Background: an optimization exercise with open tools, aiming at a short achievable clock period and few clock cycles per item. Do not read the settings as production practice.
The RTL was checked by simulation tests, not by an equivalence proof against the original design.
The clock port is modelled as an ideal driver; clocking choices that lean on that would not hold on a real chip.
Power is estimated from default activity; no workload was simulated.

### flow/flow/run.sh
#!/bin/bash
set -euo pipefail
K=("SETUP_SLACK_MARGIN=8.8" "BUFFER_PORTS_ARGS=-buffer_cell sky130_fd_sc_hd__buf_4")
RES=orfs/results/$FLOW_PLATFORM/wav12_compressor/base
bash standard.sh "${K[@]}" cts > standard_cts.log 2>&1
RES=$RES openroad -no_init -exit flow/rmroot.tcl > rmroot.log 2>&1
if [[ -f $RES/4_cts.odb.new ]]; then
  cp $RES/4_cts.odb.new $RES/4_1_cts.odb
  sleep 1
  mv $RES/4_cts.odb.new $RES/4_cts.odb
  touch $RES/4_cts.sdc
fi
bash standard.sh "${K[@]}" finish > standard_finish.log 2>&1
### flow/flow/rmroot.tcl
set res $::env(RES)
read_db $res/4_cts.odb
set block [ord::get_db_block]
set port_net [$block findNet clk]
set root ""
foreach it [$port_net getITerms] {
  set inst [$it getInst]
  if {[string match "clkbuf_0_*" [$inst getName]]} { set root $inst }
}
if {$root eq ""} { puts "no root buffer"; exit 0 }
set out_net [[$root findITerm X] getNet]
set loads {}
foreach it [$out_net getITerms] {
  if {[$it getInst] ne $root} { lappend loads $it }
}
set n_port [llength [$port_net getITerms]]
puts "root [$root getName] drives [llength $loads] pins; port drives $n_port pins"
if {[llength $loads] + $n_port - 1 > 4} { puts "too many loads, keeping the root"; exit 0 }
foreach it $loads {
  $it disconnect
  $it connect $port_net
}
[$root findITerm A] disconnect
odb::dbInst_destroy $root
odb::dbNet_destroy $out_net
$port_net setSigType CLOCK
puts "port now drives [llength [$port_net getITerms]] pins"
write_db $res/4_cts.odb.new
### flow/standard.sh
#!/bin/bash
# synth_recipe.tcl (not shown) runs the flow's synth.tcl, then flattens the netlist and writes it again
# the make line also repeats each setting of config.mk as NAME=value (left out here)
make -C /OpenROAD-flow-scripts/flow DESIGN_CONFIG=/design/flow/config.mk WORK_HOME=/design/flow/orfs CLKGATE_MAP_FILE= SYNTH_SCRIPT=/design/flow/synth_recipe.tcl "${@:-finish}"
### flow/config.mk
export PLATFORM = sky130hd
export DESIGN_NAME = wav12_compressor
export DESIGN_NICKNAME = wav12_compressor
export VERILOG_FILES = /design/flow/design.v
export SDC_FILE = /design/flow/constraint.sdc
export NUM_CORES = 4
export LEC_CHECK = 0
export CAP_MARGIN = 20
export CORE_MARGIN = 2
export CORE_UTILIZATION = 40
export PLACE_DENSITY = 0.6
export SLEW_MARGIN = 20
### flow/constraint.sdc
create_clock -name core_clock -period 10.0 [get_ports {clk}]
set_input_delay 2.0000 -clock core_clock [delete_from_list [all_inputs] [get_ports {clk}]]
set_output_delay 2.0000 -clock core_clock [all_outputs]
set_load 0.01 [all_outputs]
### flow/design.v
module wav12_compressor (
    input  wire        clk,
    input  wire        rst,
    input  wire        start,
    input  wire [3:0]  cfg_shift,
    input  wire [15:0] cfg_nsamples,
    output wire        idle,
    output wire        done,
    input  wire        in_valid,
    input  wire [15:0] in_sample,
    output wire        in_ready,
    output wire        out_valid,
    output wire [7:0]  out_data,
    output wire        out_last,
    input  wire        out_ready
);
    reg        idle_q, done_q, in_ready_q, start_q, stall_q;
    reg        busy_q, nrdy_q;
    reg [15:0] rem;          
    reg [15:0] shift_oh;     
    wire go      = start & ~busy_q;
    wire take    = in_valid & ~nrdy_q;
    wire cfg_nz  = |cfg_nsamples;
    reg        take_q;
    wire rem_is0 = take_q ? (rem == 16'd1) : (rem == 16'd0);
    wire rem_is1 = take_q ? (rem == 16'd2) : (rem == 16'd1);
    wire adv     = ~stall_q;
    wire [30:0] in_x = {{15{in_sample[15]}}, in_sample};
    reg  [15:0] xq;
    integer b;
    always @* begin
        for (b = 0; b < 16; b = b + 1)
            xq[b] = |(shift_oh & in_x[b +: 16]);
    end
    reg        v0, l0;
    reg [15:0] x0;
    wire       v0_hold = v0 & stall_q;
    wire       v0_next = take | v0_hold;
    always @(posedge clk) begin
        if (!v0_hold) begin
            x0 <= xq;
            l0 <= rem_is1;
        end
        if (rst) v0 <= 1'b0;
        else     v0 <= v0_next;
    end
    reg        v1, l1;
    reg signed [15:0] x1;
    reg signed [17:0] x1_3;          
    wire signed [17:0] x0w = $signed(x0);
    always @(posedge clk) begin
        if (adv) begin
            x1   <= $signed(x0);
            x1_3 <= x0w + (x0w <<< 1);
            l1   <= l0;
        end
        if (rst)      v1 <= 1'b0;
        else if (adv) v1 <= v0;
    end
    reg signed [15:0] p1;            
    reg signed [19:0] g;             
    reg signed [19:0] h;             
    wire signed [19:0] xw    = x1;
    wire signed [19:0] x3w   = x1_3;
    wire signed [19:0] p1w   = p1;
    wire signed [19:0] e_pos = xw - g;
    wire signed [19:0] e_neg = g - xw;
    wire signed [19:0] g_nx  = x3w + h;
    wire signed [19:0] h_nx  = p1w - x3w;
    reg        v2, l2, neg2;
    reg [19:0] ep2, en2;             
    reg [15:0] x2;
    always @(posedge clk) begin
        if (start_q) begin
            p1 <= 16'sd0;
            g  <= 20'sd0;
            h  <= 20'sd0;
        end else if (adv & v1) begin
            p1 <= x1;
            g  <= g_nx;
            h  <= h_nx;
        end
        if (adv) begin
            ep2  <= e_pos;
            en2  <= e_neg;
            neg2 <= e_pos[19];
            x2   <= x1;
            l2   <= l1;
        end
        if (rst)      v2 <= 1'b0;
        else if (adv) v2 <= v1;
    end
    wire [19:0] ad2 = neg2 ? en2 : ep2;     
    reg  [2:0] pos_acc;
    reg [15:0] sel;
    integer i;
    always @* begin
        sel[0] = |ad2[19:15];
        for (i = 2; i <= 15; i = i + 1)
            sel[i] = ad2[i-1] & ~(|(ad2[19:0] >> i));
        sel[1] = ~(|ad2[19:1]);
    end
    reg [3:0] code_c;
    reg [4:0] sh_c;
    reg [1:0] nf_c;
    reg [2:0] nb_c, pos_c;
    reg [4:0] t_w;
    integer j;
    always @* begin
        code_c = 4'd0; sh_c = 5'd0; nf_c = 2'd0; nb_c = 3'd0; pos_c = 3'd0;
        for (j = 0; j <= 15; j = j + 1) begin
            t_w = {2'b00, pos_acc} + ((j == 0) ? 5'd20 : 5'd5 + j[4:0]);
            if (sel[j]) begin
                code_c = code_c | (j[3:0] - 4'd1);
                sh_c   = sh_c | (5'd27 - j[4:0] - {2'b00, pos_acc});
                nf_c   = nf_c | t_w[4:3];
                nb_c   = nb_c | ({1'b0, t_w[4:3]} + {2'b00, l2 & (t_w[2:0] != 3'd0)});
                pos_c  = pos_c | t_w[2:0];
            end
        end
    end
    wire esc_c = sel[0];
    reg        v3, l3, neg3, esc3;
    reg [14:0] mag3;
    reg [15:0] x3;
    reg [3:0]  code3;
    reg [4:0]  sh3;          
    reg [2:0]  pos3;
    reg [1:0]  nf3;          
    reg [2:0]  nb3;          
    always @(posedge clk) begin
        if (adv) begin
            mag3  <= ad2[14:0];
            neg3  <= neg2;
            esc3  <= esc_c;
            x3    <= x2;
            code3 <= code_c;
            sh3   <= sh_c;
            pos3  <= pos_acc;
            nf3   <= nf_c;
            nb3   <= nb_c;
            l3    <= l2;
        end
        if (start_q)
            pos_acc <= 3'd0;
        else if (adv & v2)
            pos_acc <= pos_c;
        if (rst)      v3 <= 1'b0;
        else if (adv) v3 <= v2;
    end
    reg  [7:0]  carry;
    wire [31:0] head_n = {code3, ~neg3, 27'd0} >> pos3;
    wire [31:0] mag_n  = {17'd0, mag3} << sh3;
    wire [31:0] unit_e = {4'hF, x3, 12'd0} >> pos3;
    wire [31:0] al4    = esc3 ? unit_e : (head_n | mag_n);
    wire [31:0] m4     = al4 | {carry, 24'd0};
    reg  [7:0]  part4;
    always @* begin
        case (nf3)
            2'd0: part4 = m4[31:24];
            2'd1: part4 = m4[23:16];
            2'd2: part4 = m4[15:8];
            default: part4 = m4[7:0];
        endcase
    end
    always @(posedge clk) begin
        if (start_q)
            carry <= 8'd0;
        else if (adv & v3)
            carry <= part4;
    end
    wire        v4  = adv & v3;
    reg [7:0] fdata [0:15];
    reg       flast [0:15];
    reg [3:0] wptr, rptr, rptr1;     
    reg [4:0] count;
    wire [2:0] wn = v4 ? nb3 : 3'd0;           
    integer k;
    always @(posedge clk) begin
        for (k = 0; k < 16; k = k + 1) begin : wr
            reg [3:0] rel;
            rel = k[3:0] - wptr;
            if (rel < {1'b0, wn}) begin
                case (rel[1:0])
                    2'd0: fdata[k] <= m4[31:24];
                    2'd1: fdata[k] <= m4[23:16];
                    2'd2: fdata[k] <= m4[15:8];
                    default: fdata[k] <= m4[7:0];
                endcase
                flast[k] <= l3 & (rel[2:0] == nb3 - 3'd1);
            end
        end
    end
    reg       ov_q, ol_q;
    reg [7:0] od_q;
    reg       nov_q, nol_q;      
    wire       xfer    = ~nov_q & out_ready;
    wire       cnt_is0 = (count == 5'd0);
    wire       cnt_is1 = (count == 5'd1);
    wire [4:0] cnt_add = count + {2'b00, wn};
    wire [4:0] cnt_sub = cnt_add - 5'd1;
    wire [7:0] hd0 = cnt_is0 ? m4[31:24] : fdata[rptr];
    wire       hl0 = cnt_is0 ? (l3 & (nb3 == 3'd1)) : flast[rptr];
    wire [7:0] hd1 = cnt_is1 ? m4[31:24] : fdata[rptr1];
    wire       hl1 = cnt_is1 ? (l3 & (nb3 == 3'd1)) : flast[rptr1];
    wire       hl_next = xfer ? hl1 : hl0;
    wire       ov_next = xfer ? (cnt_sub != 5'd0) : (cnt_add != 5'd0);
    always @(posedge clk) begin
        od_q  <= xfer ? hd1 : hd0;
        ol_q  <= hl_next;
        nol_q <= ~hl_next;
        if (rst) begin
            ov_q  <= 1'b0;
            nov_q <= 1'b1;
            rptr  <= 4'd0;
            rptr1 <= 4'd1;
            wptr  <= 4'd0;
            count <= 5'd0;
        end else begin
            ov_q  <= ov_next;
            nov_q <= ~ov_next;
            rptr  <= xfer ? rptr1 : rptr;
            rptr1 <= xfer ? rptr1 + 4'd1 : rptr1;
            wptr  <= wptr + {1'b0, wn};
            count <= xfer ? cnt_sub : cnt_add;
        end
    end
    wire stall_next = cnt_add > 5'd8;
    wire last_out  = xfer & ~nol_q;
    wire done_next = last_out | (go & ~cfg_nz);
    wire rdy_take  = ~rem_is0 & ~rem_is1 & ~stall_next;
    wire rdy_idle  = ~rem_is0 & (~v0_hold | ~stall_next);
    wire idle_next = go ? ~cfg_nz : (last_out | ~busy_q);
    wire rdy_next  = ~busy_q ? (go & cfg_nz) : (take ? rdy_take : rdy_idle);
    always @(posedge clk) begin
        if (~busy_q) begin
            rem      <= cfg_nsamples;
            shift_oh <= 16'd1 << cfg_shift;
        end else if (take_q) begin
            rem      <= rem - 16'd1;
        end
        if (rst) begin
            idle_q     <= 1'b1;
            busy_q     <= 1'b0;
            done_q     <= 1'b0;
            in_ready_q <= 1'b0;
            nrdy_q     <= 1'b1;
            start_q    <= 1'b0;
            stall_q    <= 1'b0;
            take_q     <= 1'b0;
        end else begin
            take_q     <= take;
            done_q     <= done_next;
            start_q    <= go;
            stall_q    <= stall_next;
            idle_q     <= idle_next;
            busy_q     <= ~idle_next;
            in_ready_q <= rdy_next;
            nrdy_q     <= ~rdy_next;
        end
    end
    assign idle      = idle_q;
    assign done      = done_q;
    assign in_ready  = in_ready_q;
    assign out_valid = ov_q;
    assign out_data  = od_q;
    assign out_last  = ol_q;
endmodule
==> results.ini, run 1 <==
[global_routing]
grt_pass1_wl_um=159000
gr-total-overflow=0
antenna_found_initial=2
grt_pass1_vias=25900
grt_usage=0.290
grt_max_degree=64

[power_and_ir_drop]
leakage_nw=15.8
finalPower_mw=9.86
powerDensity_nw_per_um2=233
ir_drop_uv=210

[critical_path]
worstSetupStartpointType=flop
end_kind=output pin
worstSetupPathType=flop to output pin
crit_family=flip-flops
critPathRequiredTime_ns=8.00
crit_arrival_ns=0.94
path_buf_inv=1
cp_slowest_cell=dfxtp_4
path_cells=buf_6
path_max_fanout=1
cpPeakStageDelay_ns=0.39

[sta]
rsz0062_at_grt=true
hold_violations=0
max_slew_margin=0.444
skew_ns=0.0537
finalCritPeriodShare=0.294
tightest_slew_ns=0.830
finalSetupViolCount=0
min_period_ns=2.94
setup_tns_ns=0
fmax_ghz=0.341
slew_viol_final=0

[synthesis]
seq_area_frac_synth=0.434
synth-edff-count=333
syn_nets=3064
syn_area_sq_um=28000
synth.most_common_cell=edfxtp_1
synthDistinctLibCells=82
synth_flop_cell=edfxtp_1
syn_inst=2848
synth_top_cell_by_area=edfxtp_1
yosys_warnings=3
syn_area_per_cell_sq_um=9.82
async_flop_share=0
yosysTopAreaCellShare=0.357
yosys-top-cells-count=edfxtp_1, nand2_1, a21oi_1, nor2_1, ha_1
ys_seq_elements=440
synthTopCellsByArea=edfxtp_1, dfxtp_1, ha_1, a21oi_1, mux2i_1

[routing]
num_vias=26900
first_pass_iters=9
drtAntennaViolNets=0
drc=0
drt-wirelength-per-cell_um=26.4
avgViaCountPerCell=6.28
first_iter_violations=3338
routed_wirelength_um=113000

[placed_design]
dp_hpwl_um=63300
gp_congestion=0.924
portBuffers=53

[floorplanning]
ios=54
die_h_um=268
dieArea_sq_um=72100
core_sq_um=68900
rows=96
die_w_um=268
initial_utilization=0.406

[cts]
cts.clk_slew.worst_paths_ns=0.06
worstSkewPairLatency_ns=0.45
postCtsHoldBufs=0
tritoncts=yes
cts.sinks=440
cts_buffers=50
htreeDepth=2
clockBufferDepth=3
cts_root_buffer=clkbuf_16

[layout]
fillers=5213
multi_input_area_sq_um=19300
layout.nets=3518
drive_above_1_share=0.435
diodes=0
regArea_sq_um=12200
area_growth_pct=51.1

[hold_path]
min_path_type=flop to flop

[run]
cap_violations=0

[run_status]
status=finished clean

## kinds of logic after synthesis
logic type,after synthesis,synth area share
buf+inv,339,0.0460
xor+xnor,108,0.0338
fa+ha+maj,175,0.0804
mux,164,0.0695
simple gates,821,0.141
flops,440,0.434
compound gates,801,0.196
## power by group
group | internal [mW] | switching (mW) | total (mW)
Clock | 1.10 | 0.794 | 1.90
Sequential | 2.47 | 0.388 | 2.86
Combinational | 2.40 | 2.71 | 5.11
## metrics by stage
step / utilization / cells / hold WS [ns] / worst slack [ns] / cell area [sq um]
after floorplan: - / 2848 / 0.400 / 5.68 / 29900
after global placement: 0.442 / 3679 / 0.403 / 6.53 / 30500
after detailed placement: 0.442 / 3679 / 0.405 / 6.44 / 30500
after CTS: 0.571 / 4132 / 0.418 / 6.85 / 39300
after global routing: 0.613 / 4275 / 0.434 / 7.01 / 42300
final: 0.613 / 4275 / 0.416 / 7.06 / 42300
## layout by cell type, fill, tap and decap left out, types with 57 or more instances in the layout
cell       synthesis  routed
edfxtp_1         333     333
buf_4              0     253
nand2_1          269     209
buf_6              1     174
nor2_1           189     115
inv_1            156     114
ha_1             167     114
a21oi_1          213     103
a21oi_2            0      95
mux2i_1          103      79
dfxtp_1          107      78
o21ai_0          120      70
buf_12             0      68
nand3_1           72      59
clkbuf_16          0      57
## per-layer routing
| layer | global-route usage | wire length, um |
|---|---|---|
| met3 | 0.0619 | 11200 |
| met1 | 0.380 | 44100 |
| met4 | 0.112 | 5390 |
| met5 | 0 | 13 |
| met2 | 0.470 | 52300 |
## path summary, 6_finish.rpt
| path | startpoint | end | slack, ns | cells past startpoint |
|---|---|---|---|---|
| setup reg to reg | sh3[0] | fdata[2][4] | 7.07 | 11 |
| setup / recovery | ol_q | out_last | 7.06 | 1 |
| hold reg to reg | x2[5] | x3[5] | 0.42 | 0 |
| hold / removal | x2[5] | x3[5] | 0.42 | 0 |
## final cells by class
type,instances,area share
Clock buffer,63,0.0314
Sequential cell,440,0.289
Multi-Input combinational cell,2072,0.457
Timing Repair inverter,1,0.000178
Timing Repair Buffer,579,0.171
Clock inverter,30,0.00850
Inverter,159,0.0161
Tap cell,931,0.0276
## timing repair
action	4_1_cts	5_1_grt
gates cloned	48	8
gates resized for setup	727	364
setup endpoints to repair	728	712
pin swaps	243	237
setup buffers	311	136
## registers in the layout (all words and copies together), names as in the netlist, 18 cells and up
register / count
h: 19
en2: 20
x1_3: 18
ep2: 19
g: 20
fdata: 128
Testbench counts, summed over its fixed seeds: cycles 76,747, samples 57,887.
==> inputs of run 2 (changes only) <==
--- a/flow/flow/run.sh
+++ b/flow/flow/run.sh
@@ -2,3 +2,3 @@
 set -euo pipefail
-K=("SETUP_SLACK_MARGIN=8.8" "BUFFER_PORTS_ARGS=-buffer_cell sky130_fd_sc_hd__buf_4")
+K=("SETUP_SLACK_MARGIN=8.4" "BUFFER_PORTS_ARGS=-buffer_cell sky130_fd_sc_hd__buf_4")
 RES=orfs/results/$FLOW_PLATFORM/wav12_compressor/base
==> run 2 against run 1 <==
Compared with the run above:
- sequential power barely moved
- total power fell by 2.3%
- core utilization fell by 2.7 points
- final cell count fell by 2.1%
- global-route usage fell by 1.6 points
- worst hold slack improved by 0.0023 ns
- combinational power fell by 5.9%
- routed wire length fell by 6.9%
- critical endpoint is now ep2[19]
- non-clock buffer count fell by 90
- fmax fell by 0.48%
- cell area fell by 4.4%
- die area did not move
==> results.ini, run 2 <==
[synthesis]
synthTopCellsByArea=edfxtp_1, dfxtp_1, ha_1, a21oi_1, mux2i_1
synth-adder-area-share=0.0804  ; unchanged
syn_area_per_cell_sq_um=9.82  ; unchanged
synth.most_common_cell=edfxtp_1
synth_compound_area_frac=0.196  ; unchanged
synth_top_cell_by_area=edfxtp_1
yosysTopAreaCellShare=0.357  ; unchanged
yosys.area_share.simple=0.141  ; unchanged
synthXorXnorAreaFrac=0.0338  ; unchanged
synthDistinctLibCells=82  ; unchanged
syn_nets=3064  ; unchanged
syn_area_sq_um=28000  ; unchanged
seq_area_frac_synth=0.434  ; unchanged
synth_flop_cell=edfxtp_1
synthMuxAreaShare=0.0695  ; unchanged
syn_inst=2848  ; unchanged
synth_top_family_by_area=compound AO/OA/AOI/OAI gates
async_flop_share=0  ; unchanged
yosys_warnings=3  ; unchanged
ys_seq_elements=440  ; unchanged
yosys-top-cells-count=edfxtp_1, nand2_1, a21oi_1, nor2_1, ha_1
synth-edff-count=333  ; unchanged

[placed_design]
dp_hpwl_um=63900  ; +0.94%
dpl-instance-area_sq_um=30400  ; -0.42%
gp_congestion=0.926  ; +0.26%
portBuffers=53  ; unchanged

[global_routing]
grt_pass1_vias=25200  ; -2.8%
grt_max_degree=72  ; +13%
grt_pass1_wl_um=152000  ; -4.6%
antenna_found_initial=0  ; -2
gr-total-overflow=0  ; unchanged
grt_usage=0.274  ; -0.0162

[critical_path]
path_cells=buf_4 > ha_1 > o21a_1 > o31a_1 > o311ai_4 > nand2_2 > o2111ai_2 > nand2_2 > or3_4 > a31o_4
crit_arrival_ns=3.11  ; +2.17 ns
path_max_fanout=4  ; +3
cp_slowest_cell=edfxtp_1
crit_top_cell=nand2_2
end_kind=flop
critPathRequiredTime_ns=10.16  ; +2.16 ns
cpPeakStageDelay_ns=0.52  ; +0.13 ns
path_buf_inv=1  ; unchanged
worstSetupPathType=flop to flop
crit_family=compound AO/OA/AOI/OAI gates
worstSetupStartpointType=flop

[sta]
slew_viol_final=0  ; unchanged
min_period_ns=2.95  ; +0.0143 ns
fmax_ghz=0.339  ; -0.48%
hold_ws_ns=0.419  ; +0.00233 ns
max_slew_margin=0.401  ; -0.0436
setup_tns_ns=0  ; unchanged
skew_ns=0.0391  ; -0.0146 ns
tightest_slew_ns=0.898  ; +0.0682 ns
hold_violations=0  ; unchanged
finalCritPeriodShare=0.295  ; +0.00143
finalSetupViolCount=0  ; unchanged
rsz0062_at_grt=true

[cts]
tritoncts=yes
htreeDepth=2  ; unchanged
cts_buffers=51  ; +2.0%
cts.clk_slew.worst_paths_ns=0.07  ; about the same
worstSkewPairLatency_ns=0.43  ; -0.02 ns
clockBufferDepth=3  ; unchanged
cts_root_buffer=clkbuf_16
cts.sinks=440  ; unchanged

[routing]
first_pass_iters=10  ; +1
avgViaCountPerCell=6.22  ; -1.1%
num_vias=26000  ; -3.1%
drc=0  ; unchanged
drtAntennaViolNets=0  ; unchanged
drt-wirelength-per-cell_um=25.1  ; -4.9%
routed_wirelength_um=105000  ; -6.9%
first_iter_violations=3342  ; +0.12%

[layout]
drive_above_1_share=0.410  ; -0.0250
largest_reg_flops=128  ; unchanged
top_register=fdata
utilization=0.586  ; -0.0271
finish.instance_area_sq_um=40400  ; -4.4%
layout_common_cells=edfxtp_1, buf_4, nand2_1
area_growth_pct=44.4
diodes=0  ; unchanged
final_common_cell=edfxtp_1
layout.nets=3428  ; -2.6%
top_regs=fdata (128), en2 (20), g (20)

[floorplanning]
die_h_um=268  ; unchanged
core_sq_um=68900  ; unchanged
dieArea_sq_um=72100  ; unchanged
ios=54  ; unchanged
rows=96  ; unchanged
initial_utilization=0.406  ; unchanged
die_w_um=268  ; unchanged

[hold_path]
min_path_type=flop to flop

[power_and_ir_drop]
ir_drop_uv=159  ; -24%
leakage_nw=15.0  ; -4.9%
powerDensity_nw_per_um2=238  ; +2.2%

[run_status]
status=finished clean

[run]
cap_violations=0  ; unchanged

[run 2: cell count changes in the layout (fill, tap and decap cells not counted), sizes merged]
| cell | previous run | this run |
|---|---|---|
| clkinvlp | 17 | 13 |
| bufinv | 6 | 9 |
| clkbuf | 71 | 64 |
| nand2 | 270 | 271 |
| bufbuf | 5 | 4 |
| and2 | 23 | 21 |
| buf | 566 | 480 |
| clkinv | 20 | 25 |
| inv | 147 | 149 |
[run 2: stage by stage]
step,total power [mW],instances,worst slack [ns]
after CTS,9.03,4069,6.88
after global routing,10.0,4186,7.02
after detailed placement,5.95,3678,6.28
after floorplan,5.04,2848,5.68
after global placement,5.89,3678,6.43
final,9.63,4186,7.05
[run 2: power by group]
part	internal, mW	total, mW	switching, mW	leakage [nW]
logic	2.19	4.81	2.62	10.1
registers	2.47	2.85	0.380	4.07
clock network	1.20	1.98	0.780	0.874
[run 2: worst register-to-register path, delay by kind of cell, from the launching register on]
| kind | cells | cell delay [ns] |
|---|---|---|
| buffers and inverters | 1 | 0.21 |
| AO/OA/AOI/OAI | 5 | 1.13 |
| flip-flops | 1 | 0.52 |
| adder cells (fa/ha/maj) | 1 | 0.27 |
| AND/OR/NAND/NOR | 3 | 0.56 |
[run 2: logic make-up after synthesis]
| logic type | after synthesis |
|---|---|
| buf+inv | 339 |
| simple gates | 821 |
| flops | 440 |
| compound gates | 801 |
| mux | 164 |
| fa+ha+maj | 175 |
| xor+xnor | 108 |
[run 2: cell type report]
cell class / count / area, sq um
multi-input cells: 2071 / 19000
well taps: 931 / 1160
repair buffers: 489 / 5530
flip-flops and latches: 440 / 12200
fillers: 5442 / 28500
clock buffers: 59 / 1350
clock inverters: 36 / 453
repair inverters: 1 / 7.51
inverters: 159 / 663
[run 2: metal layers]
layer	GRT usage	wire length, um
met1	0.381	43600
met4	0.104	4620
met3	0.0357	9020
met2	0.436	48000
met5	0	0
[run 2: what timing repair did]
action | in CTS | in global routing
endpoints found under the setup margin | 684 | 596
hold buffers | 0 | 0
pin swaps | 227 | 203
buffers inserted | 279 | 113
resized for setup | 658 | 306
gates cloned | 16 | 5
[run 2: worst paths after layout]
path | slack [ns] | startpoint | to | depth (start not counted)
hold reg to reg | 0.42 | x2[9] | x3[9] | 0
hold / removal | 0.42 | x2[9] | x3[9] | 0
setup / recovery | 7.05 | x1[2] | ep2[19] | 10
setup reg to reg | 7.05 | x1[2] | ep2[19] | 10

[afterwards: timing with drivers on the ports]
How much do the figures lean on ideal ports? The routed layouts below were timed once more, with nothing changed but the port constraints.
Step 1 sets driving cells, clkbuf_16 on the clock port and buf_2 on the other inputs (assumed; they add their load-dependent delay and slew).
Step 2, shift: input delay + t, output delay - t, t = (earliest + latest rising clock arrival at the registers) / 2. This alone moves slack from input paths to output paths.
Three values: no drivers, after step 1, after step 2; two values: the first two.
run	t (ns)	setup slack, ns	worst setup path at the end	clock arrival spread, ns	cell pins on the clock port's net
run 1	0.543	7.063 / 6.940 / 6.722	input to register	0.053 / 0.054	4
run 2	0.535	7.049 / 6.962 / 6.687	input to register	0.041 / 0.042	4
After both steps setup and hold are still met in every run listed. For run 2, which loses most, drivers alone change the setup slack by -0.087 ns; drivers and shift together by -0.362 ns.
